Context: an optimization exercise on an open-source flow, tuned for small area, a short achievable clock period and few clock cycles. The choices shown serve that exercise and are no tape-out recipe.
The RTL was checked by simulation tests, not by an equivalence proof against the original design.
Power and IR drop assume default switching activity.

==> flow/design.v <==
module pmask_rast (
    input  wire        clk,
    input  wire        rst,
    input  wire        reg_en,
    input  wire        reg_we,
    input  wire [1:0]  reg_size,
    input  wire [11:0] reg_addr,
    input  wire [31:0] reg_wdata,
    output reg  [31:0] reg_rdata,
    output reg         reg_err,
    input  wire        mem_en,
    input  wire        mem_we,
    input  wire [1:0]  mem_size,
    input  wire [31:0] mem_addr,
    input  wire [31:0] mem_wdata,
    output reg  [31:0] mem_rdata,
    output reg         mem_err
);
    localparam OP_RASTERIZE = 4'd1;
    localparam OP_CLEAR     = 4'd2;
    localparam OP_DRAW_RECT = 4'd3;
    localparam ERR_NONE     = 2'd0;
    localparam ERR_SIZE     = 2'd1;
    localparam ERR_RECT     = 2'd2;
    localparam ERR_ILLEGAL  = 2'd3;
    reg [15:0] canvas_w, canvas_h, rect_x, rect_y, rect_w, rect_h;
    reg        busy, done, ovr;
    reg [1:0]  err;
    reg [2047:0] m;
    wire        reg_ok    = (reg_size == 2'd2) && (reg_addr[1:0] == 2'b00);
    wire [9:0]  reg_idx   = reg_addr[11:2];
    wire        reg_wr    = reg_en && reg_we && reg_ok;
    wire        cmd_wr    = reg_wr && (reg_idx == 10'd0);
    wire        status_wr = reg_wr && (reg_idx == 10'd1);
    wire        opnd_wr   = reg_wr && (reg_idx[9:3] == 7'd0) &&
                            (reg_idx[2:0] >= 3'd2) && (reg_idx[2:0] <= 3'd6);
    wire [13:0] cur_pitch = canvas_w[15:3] + {13'd0, canvas_w[2:0] != 3'd0};
    wire [31:0] status_val = {24'd0, 2'b00, err, 1'b0, ovr, done, busy};
    reg [31:0] reg_read_val;
    always @(*) begin
        case (reg_idx)
            10'd1:   reg_read_val = status_val;
            10'd2:   reg_read_val = {16'd0, canvas_w};
            10'd3:   reg_read_val = {16'd0, canvas_h};
            10'd4:   reg_read_val = {16'd0, rect_x};
            10'd5:   reg_read_val = {16'd0, rect_y};
            10'd6:   reg_read_val = {16'd0, rect_w};
            10'd7:   reg_read_val = {16'd0, rect_h};
            10'd8:   reg_read_val = {18'd0, cur_pitch};
            10'd9:   reg_read_val = 32'd256;
            default: reg_read_val = 32'd0;
        endcase
    end
    wire [15:0] cw_n = (reg_wr && reg_idx == 10'd2) ? reg_wdata[15:0] : canvas_w;
    reg [8:0]  px;         
    reg        pbig;       
    reg        pz;         
    always @(posedge clk) begin
        if (rst) begin
            px    <= 9'd0;
            pbig  <= 1'b0;
            pz    <= 1'b1;
        end else begin
            px    <= cw_n[11:3] + {8'd0, cw_n[2:0] != 3'd0};
            pbig  <= cw_n > 16'd2048;
            pz    <= cw_n == 16'd0;
        end
    end
    wire [3:0]  cmd_op   = reg_wdata[3:0];
    wire        op_legal = (cmd_op == OP_RASTERIZE) || (cmd_op == OP_CLEAR) ||
                           (cmd_op == OP_DRAW_RECT);
    wire        op_draws = cmd_op[0];
    wire        h_big    = canvas_h > 16'd256;
    wire [17:0] small_prod = px * canvas_h[8:0];
    wire        too_big  = !pz && (canvas_h != 16'd0) &&
                           (pbig || h_big || (small_prod > 18'd256));
    wire signed [17:0] right_x = {{2{rect_x[15]}}, rect_x} + $signed({2'b00, rect_w});
    wire signed [17:0] left_x  = rect_x[15] ? 18'sd0 : $signed({2'b00, rect_x});
    wire [16:0] bottom   = {1'b0, rect_y} + {1'b0, rect_h};
    wire        y_bad    = (rect_h == 16'd0) || (bottom > {1'b0, canvas_h});
    wire        x_bad    = right_x > $signed({2'b00, canvas_w});
    reg [1:0] issue_err;
    always @(*) begin
        if (!op_legal)
            issue_err = ERR_ILLEGAL;
        else if (too_big)
            issue_err = ERR_SIZE;
        else if (op_draws && (y_bad || x_bad))
            issue_err = ERR_RECT;
        else
            issue_err = ERR_NONE;
    end
    wire issue  = cmd_wr && !busy;
    wire accept = issue && (issue_err == ERR_NONE);
    reg        drawing;
    reg        fresh;
    reg [8:0]  p_q;        
    reg [8:0]  tot_q;      
    reg        tb_q;       
    reg [7:0]  lb_q;       
    reg [7:0]  le_q;       
    reg [2:0]  lob_q;      
    reg [2:0]  hib_q;      
    reg        span_q;     
    reg [7:0]  n0_q;       
    reg        xb_q;       
    reg [16:0] lim_q;      
    wire [17:0] right_m1 = right_x - 18'sd1;
    always @(posedge clk) begin
        if (!drawing) begin
            p_q    <= px;
            tot_q  <= small_prod[8:0];
            tb_q   <= too_big;
            lb_q   <= left_x[10:3];
            le_q   <= right_m1[10:3];
            lob_q  <= left_x[2:0];
            hib_q  <= right_m1[2:0];
            span_q <= right_x > left_x;
            n0_q   <= rect_y[7:0] * px[7:0] + left_x[10:3];
            xb_q   <= x_bad;
            lim_q  <= {1'b0, canvas_h} - {1'b0, rect_y};
        end
    end
    reg        st_pend;
    reg        l_clr, l_drw;
    reg [8:0]  l_h;
    wire yb_fast  = (rect_h == 16'd0) || lim_q[16] || (rect_h > lim_q[15:0]);
    wire ok_fast  = op_legal && !tb_q && (!op_draws || !(yb_fast || xb_q));
    wire go_now   = issue && fresh && ok_fast;
    wire go       = go_now || st_pend;
    wire g_clr    = go_now ? (cmd_op != OP_DRAW_RECT) : l_clr;
    wire g_drw    = (go_now ? op_draws : l_drw) && span_q;
    wire clr_go   = go && g_clr;
    wire [8:0] g_h = go_now ? rect_h[8:0] : l_h;
    reg        narrow;     
    reg [5:0]  w;          
    reg [7:0]  s_a;        
    reg [7:0]  e_a;        
    reg [8:0]  rows;       
    reg [1:0]  ph;         
    wire [7:0] lomask = 8'hFF << lob_q;
    wire [7:0] himask = 8'hFF >> (3'd7 - hib_q);
    wire at_s = w == s_a[7:2];
    wire at_e = w == e_a[7:2];
    reg [31:0] dmask;
    reg [3:0]  dlane;
    reg [1:0]  col;
    reg        lo_ok, hi_ok, c_ok, lo_e, hi_e;
    reg [7:0]  mk;
    integer k;
    always @(*) begin
        for (k = 0; k < 4; k = k + 1) begin
            lo_ok = !at_s || (k[1:0] >= s_a[1:0]);
            hi_ok = !at_e || (k[1:0] <= e_a[1:0]);
            if (p_q[1:0] == 2'd1)
                col = 2'd0;
            else if (p_q[1:0] == 2'd2)
                col = {1'b0, k[0]};
            else
                col = (ph + k[1:0]) % 3;
            if (narrow) begin
                c_ok = (col >= lb_q[1:0]) && (col <= le_q[1:0]);
                lo_e = col == lb_q[1:0];
                hi_e = col == le_q[1:0];
            end else begin
                c_ok = 1'b1;
                lo_e = at_s && (k[1:0] == s_a[1:0]);
                hi_e = at_e && (k[1:0] == e_a[1:0]);
            end
            if (lo_ok && hi_ok && c_ok)
                mk = (lo_e ? lomask : 8'hFF) & (hi_e ? himask : 8'hFF);
            else
                mk = 8'h00;
            dmask[8*k +: 8] = mk;
            dlane[k]        = mk != 8'h00;
        end
    end
    wire       last_row = narrow || (rows == 9'd1);
    wire [7:0] s_nx     = s_a + p_q[7:0];
    wire [7:0] e_nx     = e_a + p_q[7:0];
    wire [7:0] hm1      = g_h[7:0] - 8'd1;
    wire [7:0] hp       = (p_q[1:0] == 2'd3) ? {hm1[6:0], 1'b0} + hm1 :
                          (p_q[1:0] == 2'd2) ? {hm1[6:0], 1'b0} : hm1;
    wire [7:0] e_row0   = n0_q + le_q - lb_q;
    wire [7:0] z_nar    = e_row0 + hp;
    wire [1:0] ph0      = n0_q[7:2] % 3;
    wire mem_ok = !busy && (mem_addr[31:8] == 24'd0) &&
                  ((mem_size == 2'd0) || ((mem_size == 2'd2) && (mem_addr[1:0] == 2'b00)));
    wire host_we = mem_en && mem_we && mem_ok;
    wire [5:0]  ra    = drawing ? w : mem_addr[7:2];
    wire [31:0] rword = m[32*ra +: 32];
    wire [31:0] wbus  = drawing ? (rword | dmask) :
                        (busy || !mem_en) ? 32'd0 :
                        (mem_size == 2'd2) ? mem_wdata : {4{mem_wdata[7:0]}};
    wire [3:0]  wlane = drawing ? dlane :
                        (mem_size == 2'd2) ? 4'hF : (4'h1 << mem_addr[1:0]);
    wire        wen   = drawing || host_we;
    reg [15:0] lt_hi, eq_hi, lt_lo;
    integer i;
    always @(*) begin
        for (i = 0; i < 16; i = i + 1) begin
            lt_hi[i] = clr_go && (i < tot_q[8:4]);
            eq_hi[i] = clr_go && (i == tot_q[8:4]);
            lt_lo[i] = i < tot_q[3:0];
        end
    end
    wire [63:0] wsel = {63'd0, wen} << ra;
    genvar a;
    generate
        for (a = 0; a < 256; a = a + 1) begin : g_byte
            wire clr_b = lt_hi[a / 16] || (eq_hi[a / 16] && lt_lo[a % 16]);
            wire wr_b  = wsel[a / 4] && wlane[a % 4];
            always @(posedge clk)
                if (clr_b || wr_b)
                    m[8*a +: 8] <= wbus[8*(a % 4) +: 8];
        end
    endgenerate
    always @(posedge clk) begin
        mem_err   <= !mem_ok;
        mem_rdata <= (mem_size == 2'd2) ? rword : {24'd0, rword[8*mem_addr[1:0] +: 8]};
    end
    always @(posedge clk) begin
        reg_err   <= !reg_ok;
        reg_rdata <= reg_read_val;
    end
    always @(posedge clk) begin
        if (rst) begin
            canvas_w <= 16'd0;
            canvas_h <= 16'd0;
            rect_x   <= 16'd0;
            rect_y   <= 16'd0;
            rect_w   <= 16'd0;
            rect_h   <= 16'd0;
            busy     <= 1'b0;
            done     <= 1'b0;
            ovr      <= 1'b0;
            err      <= ERR_NONE;
            st_pend  <= 1'b0;
            drawing  <= 1'b0;
            fresh    <= 1'b0;
        end else begin
            fresh <= !drawing && !opnd_wr;
            if (reg_wr) begin
                case (reg_idx)
                    10'd2: canvas_w <= reg_wdata[15:0];
                    10'd3: canvas_h <= reg_wdata[15:0];
                    10'd4: rect_x   <= reg_wdata[15:0];
                    10'd5: rect_y   <= reg_wdata[15:0];
                    10'd6: rect_w   <= reg_wdata[15:0];
                    10'd7: rect_h   <= reg_wdata[15:0];
                    default: ;
                endcase
            end
            if (status_wr) begin
                if (reg_wdata[1]) done <= 1'b0;
                if (reg_wdata[2]) ovr  <= 1'b0;
            end
            if (cmd_wr && busy)
                ovr <= 1'b1;
            if (issue) begin
                err   <= issue_err;
                l_clr <= cmd_op != OP_DRAW_RECT;
                l_drw <= op_draws;
                l_h   <= rect_h[8:0];
                if (accept) begin
                    busy    <= 1'b1;
                    done    <= 1'b0;
                    st_pend <= !fresh;
                end else begin
                    done    <= 1'b1;
                end
            end
            if (go) begin
                st_pend <= 1'b0;
                if (g_drw) begin
                    drawing <= 1'b1;
                    narrow  <= p_q[8:2] == 7'd0;
                    w       <= n0_q[7:2];
                    s_a     <= n0_q;
                    e_a     <= (p_q[8:2] == 7'd0) ? z_nar : e_row0;
                    rows    <= g_h;
                    ph      <= ph0;
                end else begin
                    busy <= 1'b0;
                    done <= 1'b1;
                end
            end
            if (drawing) begin
                if (at_e) begin
                    if (last_row) begin
                        drawing <= 1'b0;
                        busy    <= 1'b0;
                        done    <= 1'b1;
                    end else begin
                        w    <= s_nx[7:2];
                        s_a  <= s_nx;
                        e_a  <= e_nx;
                        rows <= rows - 9'd1;
                    end
                end else begin
                    w  <= w + 6'd1;
                    ph <= (ph == 2'd2) ? 2'd0 : ph + 2'd1;
                end
            end
        end
    end
endmodule
export LEC_CHECK = 0
export CAP_MARGIN = 20
export CORE_MARGIN = 2
export CORE_UTILIZATION = 40
export SETUP_SLACK_MARGIN = 5
export SLEW_MARGIN = 20
export TNS_END_PERCENT = 5
create_clock -name core_clock -period 10.0 [get_ports {clk}]
run.sh (not shown) runs the stock make flow with config.mk's settings and CLKGATE_MAP_FILE= SYNTH_SCRIPT=/design/flow/synth_recipe.tcl, a recipe that flattens the netlist after the stock synthesis.
Testbench counts at the start, summed over its fixed seeds: cycles 31,719.
Then changed:
--- a/flow/design.v
+++ b/flow/design.v
@@ -50,22 +50,36 @@
             10'd9:   reg_read_val = 32'd256;
             default: reg_read_val = 32'd0;
         endcase
     end
     wire [15:0] cw_n = (reg_wr && reg_idx == 10'd2) ? reg_wdata[15:0] : canvas_w;
+    wire [15:0] ch_n = (reg_wr && reg_idx == 10'd3) ? reg_wdata[15:0] : canvas_h;
+    wire [15:0] x_n  = (reg_wr && reg_idx == 10'd4) ? reg_wdata[15:0] : rect_x;
+    wire [15:0] y_n  = (reg_wr && reg_idx == 10'd5) ? reg_wdata[15:0] : rect_y;
+    wire [15:0] w_n  = (reg_wr && reg_idx == 10'd6) ? reg_wdata[15:0] : rect_w;
+    wire [15:0] h_n  = (reg_wr && reg_idx == 10'd7) ? reg_wdata[15:0] : rect_h;
+    wire [13:0] pitch_n  = cw_n[15:3] + {13'd0, cw_n[2:0] != 3'd0};
+    wire [16:0] bottom_n = {1'b0, y_n} + {1'b0, h_n};
+    wire signed [17:0] right_n = {{2{x_n[15]}}, x_n} + $signed({2'b00, w_n});
     reg [8:0]  px;         
     reg        pbig;       
     reg        pz;         
+    reg        y_bad;      
+    reg        x_bad;      
     always @(posedge clk) begin
         if (rst) begin
             px    <= 9'd0;
             pbig  <= 1'b0;
             pz    <= 1'b1;
+            y_bad <= 1'b1;
+            x_bad <= 1'b0;
         end else begin
-            px    <= cw_n[11:3] + {8'd0, cw_n[2:0] != 3'd0};
-            pbig  <= cw_n > 16'd2048;
-            pz    <= cw_n == 16'd0;
+            px    <= pitch_n[8:0];
+            pbig  <= pitch_n > 14'd256;
+            pz    <= pitch_n == 14'd0;
+            y_bad <= (h_n == 16'd0) || (bottom_n > {1'b0, ch_n});
+            x_bad <= right_n > $signed({2'b00, cw_n});
         end
     end
     wire [3:0]  cmd_op   = reg_wdata[3:0];
     wire        op_legal = (cmd_op == OP_RASTERIZE) || (cmd_op == OP_CLEAR) ||
                            (cmd_op == OP_DRAW_RECT);
@@ -74,13 +88,10 @@
     wire [17:0] small_prod = px * canvas_h[8:0];
     wire        too_big  = !pz && (canvas_h != 16'd0) &&
                            (pbig || h_big || (small_prod > 18'd256));
     wire signed [17:0] right_x = {{2{rect_x[15]}}, rect_x} + $signed({2'b00, rect_w});
     wire signed [17:0] left_x  = rect_x[15] ? 18'sd0 : $signed({2'b00, rect_x});
-    wire [16:0] bottom   = {1'b0, rect_y} + {1'b0, rect_h};
-    wire        y_bad    = (rect_h == 16'd0) || (bottom > {1'b0, canvas_h});
-    wire        x_bad    = right_x > $signed({2'b00, canvas_w});
     reg [1:0] issue_err;
     always @(*) begin
         if (!op_legal)
             issue_err = ERR_ILLEGAL;
         else if (too_big)
@@ -101,12 +112,10 @@
     reg [7:0]  le_q;       
     reg [2:0]  lob_q;      
     reg [2:0]  hib_q;      
     reg        span_q;     
     reg [7:0]  n0_q;       
-    reg        xb_q;       
-    reg [16:0] lim_q;      
     wire [17:0] right_m1 = right_x - 18'sd1;
     always @(posedge clk) begin
         if (!drawing) begin
             p_q    <= px;
             tot_q  <= small_prod[8:0];
@@ -115,19 +124,16 @@
             le_q   <= right_m1[10:3];
             lob_q  <= left_x[2:0];
             hib_q  <= right_m1[2:0];
             span_q <= right_x > left_x;
             n0_q   <= rect_y[7:0] * px[7:0] + left_x[10:3];
-            xb_q   <= x_bad;
-            lim_q  <= {1'b0, canvas_h} - {1'b0, rect_y};
         end
     end
     reg        st_pend;
     reg        l_clr, l_drw;
     reg [8:0]  l_h;
-    wire yb_fast  = (rect_h == 16'd0) || lim_q[16] || (rect_h > lim_q[15:0]);
-    wire ok_fast  = op_legal && !tb_q && (!op_draws || !(yb_fast || xb_q));
+    wire ok_fast  = op_legal && !tb_q && (!op_draws || !(y_bad || x_bad));
     wire go_now   = issue && fresh && ok_fast;
     wire go       = go_now || st_pend;
     wire g_clr    = go_now ? (cmd_op != OP_DRAW_RECT) : l_clr;
     wire g_drw    = (go_now ? op_draws : l_drw) && span_q;
     wire clr_go   = go && g_clr;
Flip-flop and latch count shrinks by 16.
Global-route usage shrinks by 0.31 points.
Cell count shrinks by 1.8%.
Clock power grows by 4.7%.
Routed wire length shrinks by 3.5%.
Die area shrinks by 0.66%.
Non-clock buffer count grows by 38.
Testbench counts after the change, summed over its fixed seeds: cycles 31,719.

==> port drivers added, routing unchanged <==
How much do the figures lean on ideal ports? The routed layouts below were timed once more, with nothing changed but the port constraints.
Step 1, drivers: a clkbuf_16 drives clk and a buf_2 each remaining input, both assumed.
Step 2 times the ports against the registers' clock, not the clock port: input delays grow and output delays shrink by t, the midpoint of the rising clock arrivals with the driver on.
Three values: ideal, step 1, step 2; two values: the first two.
run | t, ns | setup WS [ns] | cell pins on the clock port's net
the first run | 0.975 | 3.826 / 3.914 / 2.939 | 1
the second run | 0.976 | 3.666 / 3.736 / 2.760 | 1
After both steps setup and hold are still met in every run listed. For the second run, which loses most, drivers alone change the setup slack by +0.070 ns; drivers and shift together by -0.906 ns.
